From an optimization exercise on the open Yosys and OpenROAD flow, aimed at small area, a short achievable clock period and few clock cycles; shortcuts taken in it are not production practice. Function was checked by simulation only, so behaviour that the tests miss may differ from the original. Power and IR drop assume default switching activity.

==> inputs of job 577 <==
==> flow/design.v (excerpt) <==
module intq_mm (
    input  wire        clk,
    input  wire        rst,           
    input  wire        start,
    input  wire [2:0]  mode,          
    input  wire [15:0] rows,
    input  wire [15:0] cols,
    input  wire [31:0] src0,          
    input  wire [31:0] src1,          
    input  wire [31:0] bias_base,     
    input  wire [31:0] out_base,      
    input  wire [31:0] thr_base,      
    input  wire [15:0] thr_stride,
    input  wire [7:0]  z_a,
    input  wire [7:0]  z_out,
    input  wire [31:0] fold_m,
    input  wire [7:0]  fold_n,
    output wire        busy,
    output reg         done,
    output wire [31:0] result,
    output wire        mem_req,
    output wire        mem_we,
    output wire [31:0] mem_addr,
    output wire [31:0] mem_wdata,
    output wire [3:0]  mem_wstrb,
    input  wire        mem_gnt,
    input  wire        mem_rvalid,
    input  wire [31:0] mem_rdata
);
    localparam [1:0] S_IDLE = 2'd0, S_SET = 2'd1, S_RUN = 2'd2, S_SET0 = 2'd3;
    reg [1:0]  state;
    reg        pol, wb4, k2;
    reg [15:0] n_cols, n_rows;
    reg [7:0]  za;
    reg [3:0]  zo;
    reg [31:0] fm;
    reg [4:0]  n1s, n2s;           
    reg        rzero;              
    reg [17:0] tinc;               
    reg        h0a, h0b;           
    reg [1:0]  wdelta;             
    reg [1:0]  x0;                 
    wire [16:0] rb = wb4 ? ({1'b0, n_cols} + 17'd1) >> 1 : {1'b0, n_cols};    
    reg [31:2] wa0, wa1;           
    reg [31:0] rs1;                
    reg [31:2] sb0;                
    reg [31:2] bia;                
    reg [31:2] tw;                 
    reg        ht;                 
    reg [31:0] oa0, oa1;           
    reg [15:0] pinc;               
    reg        rfirst;             
  ...
==> flow/config.mk <==
export PLATFORM = sky130hd
export DESIGN_NAME = intq_mm
export DESIGN_NICKNAME = intq_mm
export VERILOG_FILES = /design/flow/design.v
export SDC_FILE = /design/flow/constraint.sdc
export NUM_CORES = 4
export LEC_CHECK = 0
export CAP_MARGIN = 20
export CORE_MARGIN = 2
export CORE_UTILIZATION = 40
export PLACE_DENSITY = 0.6
export SLEW_MARGIN = 20
==> flow/constraint.sdc <==
create_clock -name core_clock -period 16.0 [get_ports {clk}]
set_input_delay 3.2000 -clock core_clock [delete_from_list [all_inputs] [get_ports {clk}]]
set_output_delay 3.2000 -clock core_clock [all_outputs]
set_load 0.01 [all_outputs]
run.sh (not shown) runs the stock make flow with config.mk's settings and CLKGATE_MAP_FILE= SYNTH_SCRIPT=/design/flow/synth_recipe.tcl, a recipe that flattens the netlist after the stock synthesis.
==> inputs of job 929, as changes to job 577 <==
--- a/flow/design.v
+++ b/flow/design.v
@@ -54,17 +54,16 @@
     assign result = oa1;           
     localparam [2:0] I_BIAS0 = 3'd0, I_BIAS1 = 3'd1, I_ACT0 = 3'd2, I_ACT1 = 3'd3, I_THR = 3'd4,
                      I_DONE = 3'd5;
     localparam [2:0] OP_BIAS = 3'd0, OP_WGT = 3'd1, OP_ACT0 = 3'd2, OP_ACT1 = 3'd3, OP_THR = 3'd4;
     localparam [2:0] P_WA0 = 3'd0, P_WA1 = 3'd1, P_ACT = 3'd2, P_BIA = 3'd3, P_TW = 3'd4,
                      P_TL = 3'd5, P_OA0 = 3'd6, P_OA1 = 3'd7;
     localparam TGW = 14;
     reg [2:0]  iph;
-    reg        is_a1;              
     reg [15:0] ir;                 
     reg [15:0] k;                  
     reg [15:0] kr;                 
     reg        kz;                 
     reg [15:0] klast;              
     reg [15:0] dofs;               
     reg [15:0] kd;                 
     reg [15:0] rr;                 
@@ -135,17 +134,17 @@
     wire        row_end_ok = !rq_claim || pol;
     wire        rq_free = !rq_v || mem_gnt;
     wire        pl_take = pl_v && !sk_v && (pl_we || tq_n != 3'd4);
     wire        pl_room = !pl_v || pl_take;
     wire [2:0]  tq_n_up = tq_n + ((pl_take && !pl_we) ? 3'd1 : 3'd0);
     wire [2:0]  tq_n_dn = tq_n_up - 3'd1;
     reg         nx_v, nx_we;
     reg [2:0]   nx_sel;
-    wire [31:2] nx_aa = sb0 + {14'd0, is_a1 ? kd : k};
+    wire [31:2] nx_aa = sb0 + {14'd0, (iph == I_ACT1) ? kd : k};
     reg [TGW-1:0] nx_tag;
     always @(*) begin
         nx_v   = 1'b0;
         nx_we  = 1'b0;
         nx_sel = P_WA0;
         nx_tag = {OP_WGT, 11'd0};
         if (state == S_RUN) begin
             if (wph != 2'd0) begin
@@ -193,26 +192,22 @@
     end
     wire        plan = pl_room && nx_v;
     reg  [31:0] ad_a, ad_b;
     always @(*) begin
         ad_a = ({32{pl_oh[P_WA0]}} & {wa0, 2'b00}) | ({32{pl_oh[P_WA1]}} & {wa1, 2'b00}) |
                ({32{pl_oh[P_ACT]}} & {pl_aa, 2'b00}) | ({32{pl_oh[P_BIA]}} & {bia, 2'b00}) |
                ({32{pl_tw}}        & {tw, pl_tl & ht, 1'b0}) |
                ({32{pl_oh[P_OA0]}} & oa0)          | ({32{pl_oh[P_OA1]}} & oa1);
+        ad_b = {29'd0, pl_inc4, 2'd0} |
+               ({32{pl_oh[P_TL]}}  & {{14{tinc[17]}}, tinc}) |
+               ({32{pl_oh[P_OA0]}} & 32'd1) | ({32{pl_oh[P_OA1]}} & {16'd0, pinc});
     end
+    wire [31:0] ad_sum  = ad_a + ad_b;
     wire [31:0] ad_addr = ad_a;
-    wire [31:2] wp_sel = ({30{pl_oh[P_WA0]}} & wa0) | ({30{pl_oh[P_WA1]}} & wa1) |
-                         ({30{pl_oh[P_BIA]}} & bia) | ({30{pl_oh[P_TW]}}  & tw);
-    wire [31:2] wp_inc = wp_sel + 30'd1;
-    wire [31:0] ob_a   = ({32{pl_oh[P_TL]}}  & {tw, ht, 1'b0}) | ({32{pl_oh[P_OA0]}} & oa0) |
-                         ({32{pl_oh[P_OA1]}} & oa1);
-    wire [31:0] ob_b   = ({32{pl_oh[P_TL]}}  & {{14{tinc[17]}}, tinc}) |
-                         ({32{pl_oh[P_OA0]}} & 32'd1) | ({32{pl_oh[P_OA1]}} & {16'd0, pinc});
-    wire [31:0] ad_sum = ob_a + ob_b;
     wire [31:0] rs1_sum = rs1 + {14'd0, rsinc};
     reg  [TGW-1:0] t0;             
     wire [2:0]  t0_op  = t0[13:11];
     wire        t0_ln  = t0[10];
     wire        t0_swp = t0[9];
     reg         rv;
     reg [31:0]  d0;
     reg [47:0]  win0, win1;
@@ -235,21 +230,21 @@
     wire [8:0]  z1lo = t0[2] ? ({1'b0, w1lo} - {1'b0, za}) : 9'd0;
     wire [8:0]  z1hi = t0[1] ? ({1'b0, w1hi} - {1'b0, za}) : 9'd0;
     reg         v1;
     reg [TGW-1:0] t1;
     reg [31:0]  d1;
     reg [8:0]   wa_lo, wa_hi, wb_lo, wb_hi;
     wire [2:0]  op1  = t1[13:11];
     wire        act1 = (op1 == OP_ACT0 || op1 == OP_ACT1);
-    function [51:0] mac2cs;
+    function [63:0] mac2cs;
         input [8:0]  x0, x1;
         input [15:0] a0, a1;
-        reg   [31:0] v0, v1, v2, v3, v4, v5, v6, v7, v8, v9, v10, v11, v12, v13, v14, v15, v16, v17;
-        reg   [31:0] s0, c0, s1, c1, s2, c2, s3, c3, s4, c4, s5, c5, s6, c6, s7, c7, s8, c8, s9, c9, s10, c10, s11, c11, s12, c12, s13, c13, s14, c14, s15, c15;
+        reg   [31:0] v0, v1, v2, v3, v4, v5, v6, v7, v8, v9, v10, v11, v12, v13, v14, v15, v16, v17, v18;
+        reg   [31:0] s0, c0, s1, c1, s2, c2, s3, c3, s4, c4, s5, c5, s6, c6, s7, c7, s8, c8, s9, c9, s10, c10, s11, c11, s12, c12, s13, c13, s14, c14, s15, c15, s16, c16;
         begin
             v0 = {16'd0, ({16{x0[0]}} & a0) ^ 16'h8000} << 0;
             v1 = {16'd0, ({16{x0[1]}} & a0) ^ 16'h8000} << 1;
             v2 = {16'd0, ({16{x0[2]}} & a0) ^ 16'h8000} << 2;
             v3 = {16'd0, ({16{x0[3]}} & a0) ^ 16'h8000} << 3;
             v4 = {16'd0, ({16{x0[4]}} & a0) ^ 16'h8000} << 4;
             v5 = {16'd0, ({16{x0[5]}} & a0) ^ 16'h8000} << 5;
             v6 = {16'd0, ({16{x0[6]}} & a0) ^ 16'h8000} << 6;
@@ -259,16 +254,17 @@
             v10 = {16'd0, ({16{x1[1]}} & a1) ^ 16'h8000} << 1;
             v11 = {16'd0, ({16{x1[2]}} & a1) ^ 16'h8000} << 2;
             v12 = {16'd0, ({16{x1[3]}} & a1) ^ 16'h8000} << 3;
             v13 = {16'd0, ({16{x1[4]}} & a1) ^ 16'h8000} << 4;
             v14 = {16'd0, ({16{x1[5]}} & a1) ^ 16'h8000} << 5;
             v15 = {16'd0, ({16{x1[6]}} & a1) ^ 16'h8000} << 6;
             v16 = {16'd0, ({16{x1[7]}} & a1) ^ 16'h8000} << 7;
             v17 = {16'd0, ({16{x1[8]}} & a1) ^ 16'h7fff} << 8;
+            v18 = 32'hfe01_0200;    
             s0 = v0 ^ v1 ^ v2;
             c0 = ((v0 & v1) | (v0 & v2) | (v1 & v2)) << 1;
             s1 = v3 ^ v4 ^ v5;
             c1 = ((v3 & v4) | (v3 & v5) | (v4 & v5)) << 1;
             s2 = v6 ^ v7 ^ v8;
             c2 = ((v6 & v7) | (v6 & v8) | (v7 & v8)) << 1;
             s3 = v9 ^ v10 ^ v11;
             c3 = ((v9 & v10) | (v9 & v11) | (v10 & v11)) << 1;
@@ -283,50 +279,51 @@
             s8 = s3 ^ c3 ^ s4;
             c8 = ((s3 & c3) | (s3 & s4) | (c3 & s4)) << 1;
             s9 = c4 ^ s5 ^ c5;
             c9 = ((c4 & s5) | (c4 & c5) | (s5 & c5)) << 1;
             s10 = s6 ^ c6 ^ s7;
             c10 = ((s6 & c6) | (s6 & s7) | (c6 & s7)) << 1;
             s11 = c7 ^ s8 ^ c8;
             c11 = ((c7 & s8) | (c7 & c8) | (s8 & c8)) << 1;
-            s12 = s10 ^ c10 ^ s11;
-            c12 = ((s10 & c10) | (s10 & s11) | (c10 & s11)) << 1;
-            s13 = c11 ^ s9 ^ c9;
-            c13 = ((c11 & s9) | (c11 & c9) | (s9 & c9)) << 1;
-            s14 = s12 ^ c12 ^ s13;
-            c14 = ((s12 & c12) | (s12 & s13) | (c12 & s13)) << 1;
-            s15 = s14 ^ c14 ^ c13;
-            c15 = ((s14 & c14) | (s14 & c13) | (c14 & c13)) << 1;
-            mac2cs = {s15[25:0], c15[25:0]};
+            s12 = s9 ^ c9 ^ v18;
+            c12 = ((s9 & c9) | (s9 & v18) | (c9 & v18)) << 1;
+            s13 = s10 ^ c10 ^ s11;
+            c13 = ((s10 & c10) | (s10 & s11) | (c10 & s11)) << 1;
+            s14 = c11 ^ s12 ^ c12;
+            c14 = ((c11 & s12) | (c11 & c12) | (s12 & c12)) << 1;
+            s15 = s13 ^ c13 ^ s14;
+            c15 = ((s13 & c13) | (s13 & s14) | (c13 & s14)) << 1;
+            s16 = s15 ^ c15 ^ c14;
+            c16 = ((s15 & c15) | (s15 & c14) | (c15 & c14)) << 1;
+            mac2cs = {s16, c16};
         end
     endfunction
-    wire [51:0] csa = mac2cs(wa_lo, wa_hi, d1[15:0], d1[31:16]);
-    wire [51:0] csb = mac2cs(wb_lo, wb_hi, d1[15:0], d1[31:16]);
+    wire [63:0] csa = mac2cs(wa_lo, wa_hi, d1[15:0], d1[31:16]);
+    wire [63:0] csb = mac2cs(wb_lo, wb_hi, d1[15:0], d1[31:16]);
     reg         v2;
     reg [TGW-1:0] t2;
-    reg [25:0]  sa_s, sa_c, sb_s, sb_c;    
-    localparam [31:0] MAC_K = 32'hfe01_0200;    
+    reg [31:0]  sa_s, sa_c, sb_s, sb_c;    
     wire [2:0]  op2   = t2[13:11];
     wire        ln2   = t2[10];
     wire        last2 = t2[0];
     wire [31:0] d2    = {sb_s[15:0], sa_s[15:0]};
     reg [31:0]  a00, a01, a10, a11;
     reg [1:0]   cy00, cy01, cy10, cy11;
     reg         f0, f1;                
     reg [3:0]   lv0, lv1;
     reg         xfer;                  
     wire [31:0] a0s = a00;
     wire [31:0] a1s = a10;
     wire [1:0]  c0s = cy00;
     wire [1:0]  c1s = cy10;
-    wire [17:0] a0l = {2'd0, a0s[15:0]} + {2'd0, sa_s[15:0]} + {2'd0, sa_c[15:0]} + {2'd0, MAC_K[15:0]};
-    wire [17:0] a1l = {2'd0, a1s[15:0]} + {2'd0, sb_s[15:0]} + {2'd0, sb_c[15:0]} + {2'd0, MAC_K[15:0]};
-    wire [15:0] a0h = a0s[31:16] + {6'd0, sa_s[25:16]} + {6'd0, sa_c[25:16]} + MAC_K[31:16] + {14'd0, c0s};
-    wire [15:0] a1h = a1s[31:16] + {6'd0, sb_s[25:16]} + {6'd0, sb_c[25:16]} + MAC_K[31:16] + {14'd0, c1s};
+    wire [17:0] a0l = {2'd0, a0s[15:0]} + {2'd0, sa_s[15:0]} + {2'd0, sa_c[15:0]};
+    wire [17:0] a1l = {2'd0, a1s[15:0]} + {2'd0, sb_s[15:0]} + {2'd0, sb_c[15:0]};
+    wire [15:0] a0h = a0s[31:16] + sa_s[31:16] + sa_c[31:16] + {14'd0, c0s};
+    wire [15:0] a1h = a1s[31:16] + sb_s[31:16] + sb_c[31:16] + {14'd0, c1s};
     wire [31:0] a0n = {a0h, a0l[15:0]};
     wire [31:0] a1n = {a1h, a1l[15:0]};
     wire [3:0]  kmax = k2 ? 4'd3 : 4'd15;
     wire [3:0]  p2   = t2[6:3];
     wire [3:0]  p2h  = p2 + 4'd1;
     wire        vlo2 = t2[2];
     wire        vhi2 = t2[1];
     wire        frst = t2[9];
@@ -445,17 +442,16 @@
                 k      <= 16'd0;
                 kz     <= 1'b1;
                 rr     <= rows;
                 tk     <= 3'd0;
                 tl     <= 1'b0;
                 swp    <= 1'b1;
                 pr     <= 16'd0;
                 iph    <= I_BIAS0;
-                is_a1  <= 1'b0;
                 if (start && rows == 16'd0) begin
                     done <= 1'b1;
                 end else if (start) begin
                     state  <= S_SET0;
                     busy_r <= 1'b1;
                 end
             end
             S_SET0: begin
@@ -495,20 +491,20 @@
             rq_strb <= sk_v ? sk_strb : (pl_we ? (4'b0001 << ad_a[1:0]) : 4'b0000);
             rq_byte <= sk_v ? sk_byte : pl_byte;
             sk_v    <= 1'b0;
         end else if (pl_take) begin
             sk_v    <= 1'b1;
         end
         if (pl_take) begin
             case (pl_sel)
-                P_WA0: wa0 <= wp_inc;
-                P_WA1: wa1 <= wp_inc;
-                P_BIA: bia <= wp_inc;
-                P_TW:  tw  <= wp_inc;
+                P_WA0: wa0 <= ad_sum[31:2];
+                P_WA1: wa1 <= ad_sum[31:2];
+                P_BIA: bia <= ad_sum[31:2];
+                P_TW:  tw  <= ad_sum[31:2];
                 P_TL:  begin tw <= ad_sum[31:2]; ht <= ad_sum[1]; end
                 P_OA0: oa0 <= ad_sum;
                 P_OA1: oa1 <= ad_sum;
                 default: ;
             endcase
             if (pl_swp) begin
                 if (!rfirst) wa0 <= wa1;
                 rfirst <= 1'b0;
@@ -562,23 +558,19 @@
                             wq0 <= wq1;
                             wq1 <= win8 ? {4'b0010, x1n} : {3'b010, x1n, 1'b0};
                             iph <= pair_last ? I_DONE : I_BIAS0;
                         end
                     end
                     I_ACT0: begin
                         if (need_w0)           wq0 <= wq0 - wstep;
                         else if (need_w1 && two) wq1 <= wq1 - wstep;
-                        else begin
-                            iph   <= I_ACT1;
-                            is_a1 <= 1'b1;
-                        end
+                        else                   iph <= I_ACT1;
                     end
                     I_ACT1: begin
-                        is_a1 <= 1'b0;
                         if (k_last) begin
                             k   <= 16'd0;
                             kd  <= dofs;
                             kz  <= 1'b1;
                             kr  <= klast;
                             if (pol) begin
                                 iph <= I_THR;
                                 wq0 <= wq0 + 6'd2 + {{4{wdelta[1]}}, wdelta};
@@ -638,20 +630,20 @@
         wb_hi <= z1hi;
         if (rv && t0_op == OP_WGT) begin
             if (t0_ln) win1 <= {d0, win1[47:32]};
             else       win0 <= {d0, win0[47:32]};
         end
         if (rv && t0_op == OP_BIAS && t0_swp) win0 <= win1;
         v2  <= v1;
         t2  <= t1;
-        sa_s <= act1 ? csa[51:26] : {10'd0, d1[15:0]};
-        sa_c <= act1 ? csa[25:0]  : 26'd0;
-        sb_s <= act1 ? csb[51:26] : {10'd0, d1[31:16]};
-        sb_c <= act1 ? csb[25:0]  : 26'd0;
+        sa_s <= act1 ? csa[63:32] : {16'd0, d1[15:0]};
+        sa_c <= act1 ? csa[31:0]  : 32'd0;
+        sb_s <= act1 ? csb[63:32] : {16'd0, d1[31:16]};
+        sb_c <= act1 ? csb[31:0]  : 32'd0;
         xfer <= v2 && last2 && (op2 == OP_BIAS || op2 == OP_ACT1) && !pol;
         if (v2) begin
             case (op2)
                 OP_BIAS: begin
                     if (ln2) begin a10 <= d2; a11 <= d2; cy10 <= 2'd0; cy11 <= 2'd0; end
                     else     begin a00 <= d2; a01 <= d2; cy00 <= 2'd0; cy01 <= 2'd0; end
                 end
                 OP_ACT0, OP_ACT1: begin
@@ -688,16 +680,21 @@
                 if (rcnt != 5'd0) rs <= rnext[32:0];
                 rt   <= {4'd0, rt[31:4]};
                 rcnt <= rcnt + 5'd1;
                 if (rcnt[3]) begin
                     rcnt <= n2s;
                     rph  <= R_FIN;
                 end
             end
+            R_SHR: begin
+                rcnt <= rcnt_dn;
+                rs   <= rcnt[4:2] != 3'd0 ? rs >>> 4 : rs >>> 1;
+                if (rcnt_dn == 5'd0) rph <= R_FIN;
+            end
             R_FIN: begin
                 rs   <= 33'd0;
                 rcnt <= n1s;
                 if (!rnum[0]) rl0 <= rlev;
                 else          rl1 <= rlev;
                 rt   <= rq1;
                 rq1  <= rq2;
                 rq2  <= rq3;
@@ -737,13 +734,12 @@
             rv    <= 1'b0;
             tq_n  <= 3'd0;
             v1    <= 1'b0;
             v2    <= 1'b0;
             xfer  <= 1'b0;
             rph   <= R_IDLE;
             wph   <= 2'd0;
             iph   <= I_DONE;
-            is_a1 <= 1'b0;
             rq_claim <= 1'b0;
         end
     end
 endmodule
==> inputs of job 426, as changes to job 577 <==
--- a/flow/design.v
+++ b/flow/design.v
@@ -235,21 +235,21 @@
     wire [8:0]  z1lo = t0[2] ? ({1'b0, w1lo} - {1'b0, za}) : 9'd0;
     wire [8:0]  z1hi = t0[1] ? ({1'b0, w1hi} - {1'b0, za}) : 9'd0;
     reg         v1;
     reg [TGW-1:0] t1;
     reg [31:0]  d1;
     reg [8:0]   wa_lo, wa_hi, wb_lo, wb_hi;
     wire [2:0]  op1  = t1[13:11];
     wire        act1 = (op1 == OP_ACT0 || op1 == OP_ACT1);
-    function [51:0] mac2cs;
+    function [63:0] mac2cs;
         input [8:0]  x0, x1;
         input [15:0] a0, a1;
-        reg   [31:0] v0, v1, v2, v3, v4, v5, v6, v7, v8, v9, v10, v11, v12, v13, v14, v15, v16, v17;
-        reg   [31:0] s0, c0, s1, c1, s2, c2, s3, c3, s4, c4, s5, c5, s6, c6, s7, c7, s8, c8, s9, c9, s10, c10, s11, c11, s12, c12, s13, c13, s14, c14, s15, c15;
+        reg   [31:0] v0, v1, v2, v3, v4, v5, v6, v7, v8, v9, v10, v11, v12, v13, v14, v15, v16, v17, v18;
+        reg   [31:0] s0, c0, s1, c1, s2, c2, s3, c3, s4, c4, s5, c5, s6, c6, s7, c7, s8, c8, s9, c9, s10, c10, s11, c11, s12, c12, s13, c13, s14, c14, s15, c15, s16, c16;
         begin
             v0 = {16'd0, ({16{x0[0]}} & a0) ^ 16'h8000} << 0;
             v1 = {16'd0, ({16{x0[1]}} & a0) ^ 16'h8000} << 1;
             v2 = {16'd0, ({16{x0[2]}} & a0) ^ 16'h8000} << 2;
             v3 = {16'd0, ({16{x0[3]}} & a0) ^ 16'h8000} << 3;
             v4 = {16'd0, ({16{x0[4]}} & a0) ^ 16'h8000} << 4;
             v5 = {16'd0, ({16{x0[5]}} & a0) ^ 16'h8000} << 5;
             v6 = {16'd0, ({16{x0[6]}} & a0) ^ 16'h8000} << 6;
@@ -259,16 +259,17 @@
             v10 = {16'd0, ({16{x1[1]}} & a1) ^ 16'h8000} << 1;
             v11 = {16'd0, ({16{x1[2]}} & a1) ^ 16'h8000} << 2;
             v12 = {16'd0, ({16{x1[3]}} & a1) ^ 16'h8000} << 3;
             v13 = {16'd0, ({16{x1[4]}} & a1) ^ 16'h8000} << 4;
             v14 = {16'd0, ({16{x1[5]}} & a1) ^ 16'h8000} << 5;
             v15 = {16'd0, ({16{x1[6]}} & a1) ^ 16'h8000} << 6;
             v16 = {16'd0, ({16{x1[7]}} & a1) ^ 16'h8000} << 7;
             v17 = {16'd0, ({16{x1[8]}} & a1) ^ 16'h7fff} << 8;
+            v18 = 32'hfe01_0200;    
             s0 = v0 ^ v1 ^ v2;
             c0 = ((v0 & v1) | (v0 & v2) | (v1 & v2)) << 1;
             s1 = v3 ^ v4 ^ v5;
             c1 = ((v3 & v4) | (v3 & v5) | (v4 & v5)) << 1;
             s2 = v6 ^ v7 ^ v8;
             c2 = ((v6 & v7) | (v6 & v8) | (v7 & v8)) << 1;
             s3 = v9 ^ v10 ^ v11;
             c3 = ((v9 & v10) | (v9 & v11) | (v10 & v11)) << 1;
@@ -283,50 +284,51 @@
             s8 = s3 ^ c3 ^ s4;
             c8 = ((s3 & c3) | (s3 & s4) | (c3 & s4)) << 1;
             s9 = c4 ^ s5 ^ c5;
             c9 = ((c4 & s5) | (c4 & c5) | (s5 & c5)) << 1;
             s10 = s6 ^ c6 ^ s7;
             c10 = ((s6 & c6) | (s6 & s7) | (c6 & s7)) << 1;
             s11 = c7 ^ s8 ^ c8;
             c11 = ((c7 & s8) | (c7 & c8) | (s8 & c8)) << 1;
-            s12 = s10 ^ c10 ^ s11;
-            c12 = ((s10 & c10) | (s10 & s11) | (c10 & s11)) << 1;
-            s13 = c11 ^ s9 ^ c9;
-            c13 = ((c11 & s9) | (c11 & c9) | (s9 & c9)) << 1;
-            s14 = s12 ^ c12 ^ s13;
-            c14 = ((s12 & c12) | (s12 & s13) | (c12 & s13)) << 1;
-            s15 = s14 ^ c14 ^ c13;
-            c15 = ((s14 & c14) | (s14 & c13) | (c14 & c13)) << 1;
-            mac2cs = {s15[25:0], c15[25:0]};
+            s12 = s9 ^ c9 ^ v18;
+            c12 = ((s9 & c9) | (s9 & v18) | (c9 & v18)) << 1;
+            s13 = s10 ^ c10 ^ s11;
+            c13 = ((s10 & c10) | (s10 & s11) | (c10 & s11)) << 1;
+            s14 = c11 ^ s12 ^ c12;
+            c14 = ((c11 & s12) | (c11 & c12) | (s12 & c12)) << 1;
+            s15 = s13 ^ c13 ^ s14;
+            c15 = ((s13 & c13) | (s13 & s14) | (c13 & s14)) << 1;
+            s16 = s15 ^ c15 ^ c14;
+            c16 = ((s15 & c15) | (s15 & c14) | (c15 & c14)) << 1;
+            mac2cs = {s16, c16};
         end
     endfunction
-    wire [51:0] csa = mac2cs(wa_lo, wa_hi, d1[15:0], d1[31:16]);
-    wire [51:0] csb = mac2cs(wb_lo, wb_hi, d1[15:0], d1[31:16]);
+    wire [63:0] csa = mac2cs(wa_lo, wa_hi, d1[15:0], d1[31:16]);
+    wire [63:0] csb = mac2cs(wb_lo, wb_hi, d1[15:0], d1[31:16]);
     reg         v2;
     reg [TGW-1:0] t2;
-    reg [25:0]  sa_s, sa_c, sb_s, sb_c;    
-    localparam [31:0] MAC_K = 32'hfe01_0200;    
+    reg [31:0]  sa_s, sa_c, sb_s, sb_c;    
     wire [2:0]  op2   = t2[13:11];
     wire        ln2   = t2[10];
     wire        last2 = t2[0];
     wire [31:0] d2    = {sb_s[15:0], sa_s[15:0]};
     reg [31:0]  a00, a01, a10, a11;
     reg [1:0]   cy00, cy01, cy10, cy11;
     reg         f0, f1;                
     reg [3:0]   lv0, lv1;
     reg         xfer;                  
     wire [31:0] a0s = a00;
     wire [31:0] a1s = a10;
     wire [1:0]  c0s = cy00;
     wire [1:0]  c1s = cy10;
-    wire [17:0] a0l = {2'd0, a0s[15:0]} + {2'd0, sa_s[15:0]} + {2'd0, sa_c[15:0]} + {2'd0, MAC_K[15:0]};
-    wire [17:0] a1l = {2'd0, a1s[15:0]} + {2'd0, sb_s[15:0]} + {2'd0, sb_c[15:0]} + {2'd0, MAC_K[15:0]};
-    wire [15:0] a0h = a0s[31:16] + {6'd0, sa_s[25:16]} + {6'd0, sa_c[25:16]} + MAC_K[31:16] + {14'd0, c0s};
-    wire [15:0] a1h = a1s[31:16] + {6'd0, sb_s[25:16]} + {6'd0, sb_c[25:16]} + MAC_K[31:16] + {14'd0, c1s};
+    wire [17:0] a0l = {2'd0, a0s[15:0]} + {2'd0, sa_s[15:0]} + {2'd0, sa_c[15:0]};
+    wire [17:0] a1l = {2'd0, a1s[15:0]} + {2'd0, sb_s[15:0]} + {2'd0, sb_c[15:0]};
+    wire [15:0] a0h = a0s[31:16] + sa_s[31:16] + sa_c[31:16] + {14'd0, c0s};
+    wire [15:0] a1h = a1s[31:16] + sb_s[31:16] + sb_c[31:16] + {14'd0, c1s};
     wire [31:0] a0n = {a0h, a0l[15:0]};
     wire [31:0] a1n = {a1h, a1l[15:0]};
     wire [3:0]  kmax = k2 ? 4'd3 : 4'd15;
     wire [3:0]  p2   = t2[6:3];
     wire [3:0]  p2h  = p2 + 4'd1;
     wire        vlo2 = t2[2];
     wire        vhi2 = t2[1];
     wire        frst = t2[9];
@@ -638,20 +640,20 @@
         wb_hi <= z1hi;
         if (rv && t0_op == OP_WGT) begin
             if (t0_ln) win1 <= {d0, win1[47:32]};
             else       win0 <= {d0, win0[47:32]};
         end
         if (rv && t0_op == OP_BIAS && t0_swp) win0 <= win1;
         v2  <= v1;
         t2  <= t1;
-        sa_s <= act1 ? csa[51:26] : {10'd0, d1[15:0]};
-        sa_c <= act1 ? csa[25:0]  : 26'd0;
-        sb_s <= act1 ? csb[51:26] : {10'd0, d1[31:16]};
-        sb_c <= act1 ? csb[25:0]  : 26'd0;
+        sa_s <= act1 ? csa[63:32] : {16'd0, d1[15:0]};
+        sa_c <= act1 ? csa[31:0]  : 32'd0;
+        sb_s <= act1 ? csb[63:32] : {16'd0, d1[31:16]};
+        sb_c <= act1 ? csb[31:0]  : 32'd0;
         xfer <= v2 && last2 && (op2 == OP_BIAS || op2 == OP_ACT1) && !pol;
         if (v2) begin
             case (op2)
                 OP_BIAS: begin
                     if (ln2) begin a10 <= d2; a11 <= d2; cy10 <= 2'd0; cy11 <= 2'd0; end
                     else     begin a00 <= d2; a01 <= d2; cy00 <= 2'd0; cy01 <= 2'd0; end
                 end
                 OP_ACT0, OP_ACT1: begin
@@ -688,16 +690,21 @@
                 if (rcnt != 5'd0) rs <= rnext[32:0];
                 rt   <= {4'd0, rt[31:4]};
                 rcnt <= rcnt + 5'd1;
                 if (rcnt[3]) begin
                     rcnt <= n2s;
                     rph  <= R_FIN;
                 end
             end
+            R_SHR: begin
+                rcnt <= rcnt_dn;
+                rs   <= rcnt[4:2] != 3'd0 ? rs >>> 4 : rs >>> 1;
+                if (rcnt_dn == 5'd0) rph <= R_FIN;
+            end
             R_FIN: begin
                 rs   <= 33'd0;
                 rcnt <= n1s;
                 if (!rnum[0]) rl0 <= rlev;
                 else          rl1 <= rlev;
                 rt   <= rq1;
                 rq1  <= rq2;
                 rq2  <= rq3;
==> results.txt <==
In job 426 the worst setup slack is higher than in job 929, by 0.18 ns. The lowest sequential power belongs to job 426, the highest to job 929. In job 426 the register-to-register slack is higher than in job 929, by 0.18 ns. Clock skew, highest first: job 426, job 577, job 929. Final cell count: job 929 < job 577 < job 426. Synthesized cell count: job 426 > job 577 > job 929. Against job 929, the via count of job 577 is higher by 2.8%.
==> figures <==
|  | job 929 | job 426 | job 577 |
|---|---|---|---|
| Outcome | timing/DRC/antenna clean | timing/DRC/antenna clean | timing/DRC/antenna clean |
| Seq. pwr | 7.16 mW | 6.64 mW | 6.70 mW |
| Number of global-route vias before repair | 76,030 | 78,420 | 77,300 |
| Least setup slack across all paths after layout | 10.38 ns | 10.57 ns | 10.76 ns |
| Gate Count Post-Synth | 9,873 | 10,130 | 10,020 |
| Routed length on met2 | 134,800 um | 139,400 um | 133,200 um |
| Yosys cell types | 95 | 110 | 104 |
| Post-synthesis share of cell area spent on xor and xnor gates | 3.603% | 3.552% | 3.646% |
| Worst voltage drop across the vdd grid | 0.0001613 V | 0.0001673 V | 0.0001549 V |
| Initial DRT Pass Iterations | 11 | 10 | 10 |
| Initial antenna violation count | 51 | 43 | 35 |
| Cell area after synthesis | 0.1028 mm^2 | 0.1046 mm^2 | 0.1038 mm^2 |
| Width of the chip | 511.0 um | 515.3 um | 513.4 um |
| Fraction of met1 tracks used by global routing | 33.94% | 35.35% | 35.62% |
| Routed via count | 76,130 | 79,210 | 78,260 |
Testbench counts of job 577, summed over its fixed seeds: cycles 73,245.
Testbench counts of job 929, summed over its fixed seeds: cycles 73,245.
Testbench counts of job 426, summed over its fixed seeds: cycles 73,245.

## static timing again, ports no longer ideal
The flow's constraints put no driver on any port. The routed layouts listed below were extracted and timed again, unchanged, in two steps.
Step 1, drivers: a clkbuf_16 drives clk and a buf_2 each remaining input, both assumed.
Step 2, shift: input delay + t, output delay - t, t = (earliest + latest rising clock arrival at the registers) / 2. This alone moves slack from input paths to output paths.
a / b / c = ideal ports / drivers / drivers and shift; a / b = the first two.
| run | t, ns | setup WS [ns] | hold WS [ns] | worst setup path after step 2 | worst register clock-pin slew, ns |
|---|---|---|---|---|---|
| job 577 | 0.937 | 10.764 / 10.676 / 10.567 | 0.325 / 0.325 / 0.325 | input to register | 0.07 / 0.07 |
| job 929 | 0.930 | 10.382 / 10.382 / 10.382 | 0.315 / 0.315 / 0.315 | register to register | 0.07 / 0.07 |
| job 426 | 0.944 | 10.567 / 10.567 / 10.567 | 0.311 / 0.311 / 0.311 | register to register | 0.07 / 0.07 |
After both steps every run listed still meets setup and hold. For job 577, which loses most, drivers alone change the setup slack by -0.088 ns; drivers and shift together by -0.197 ns.
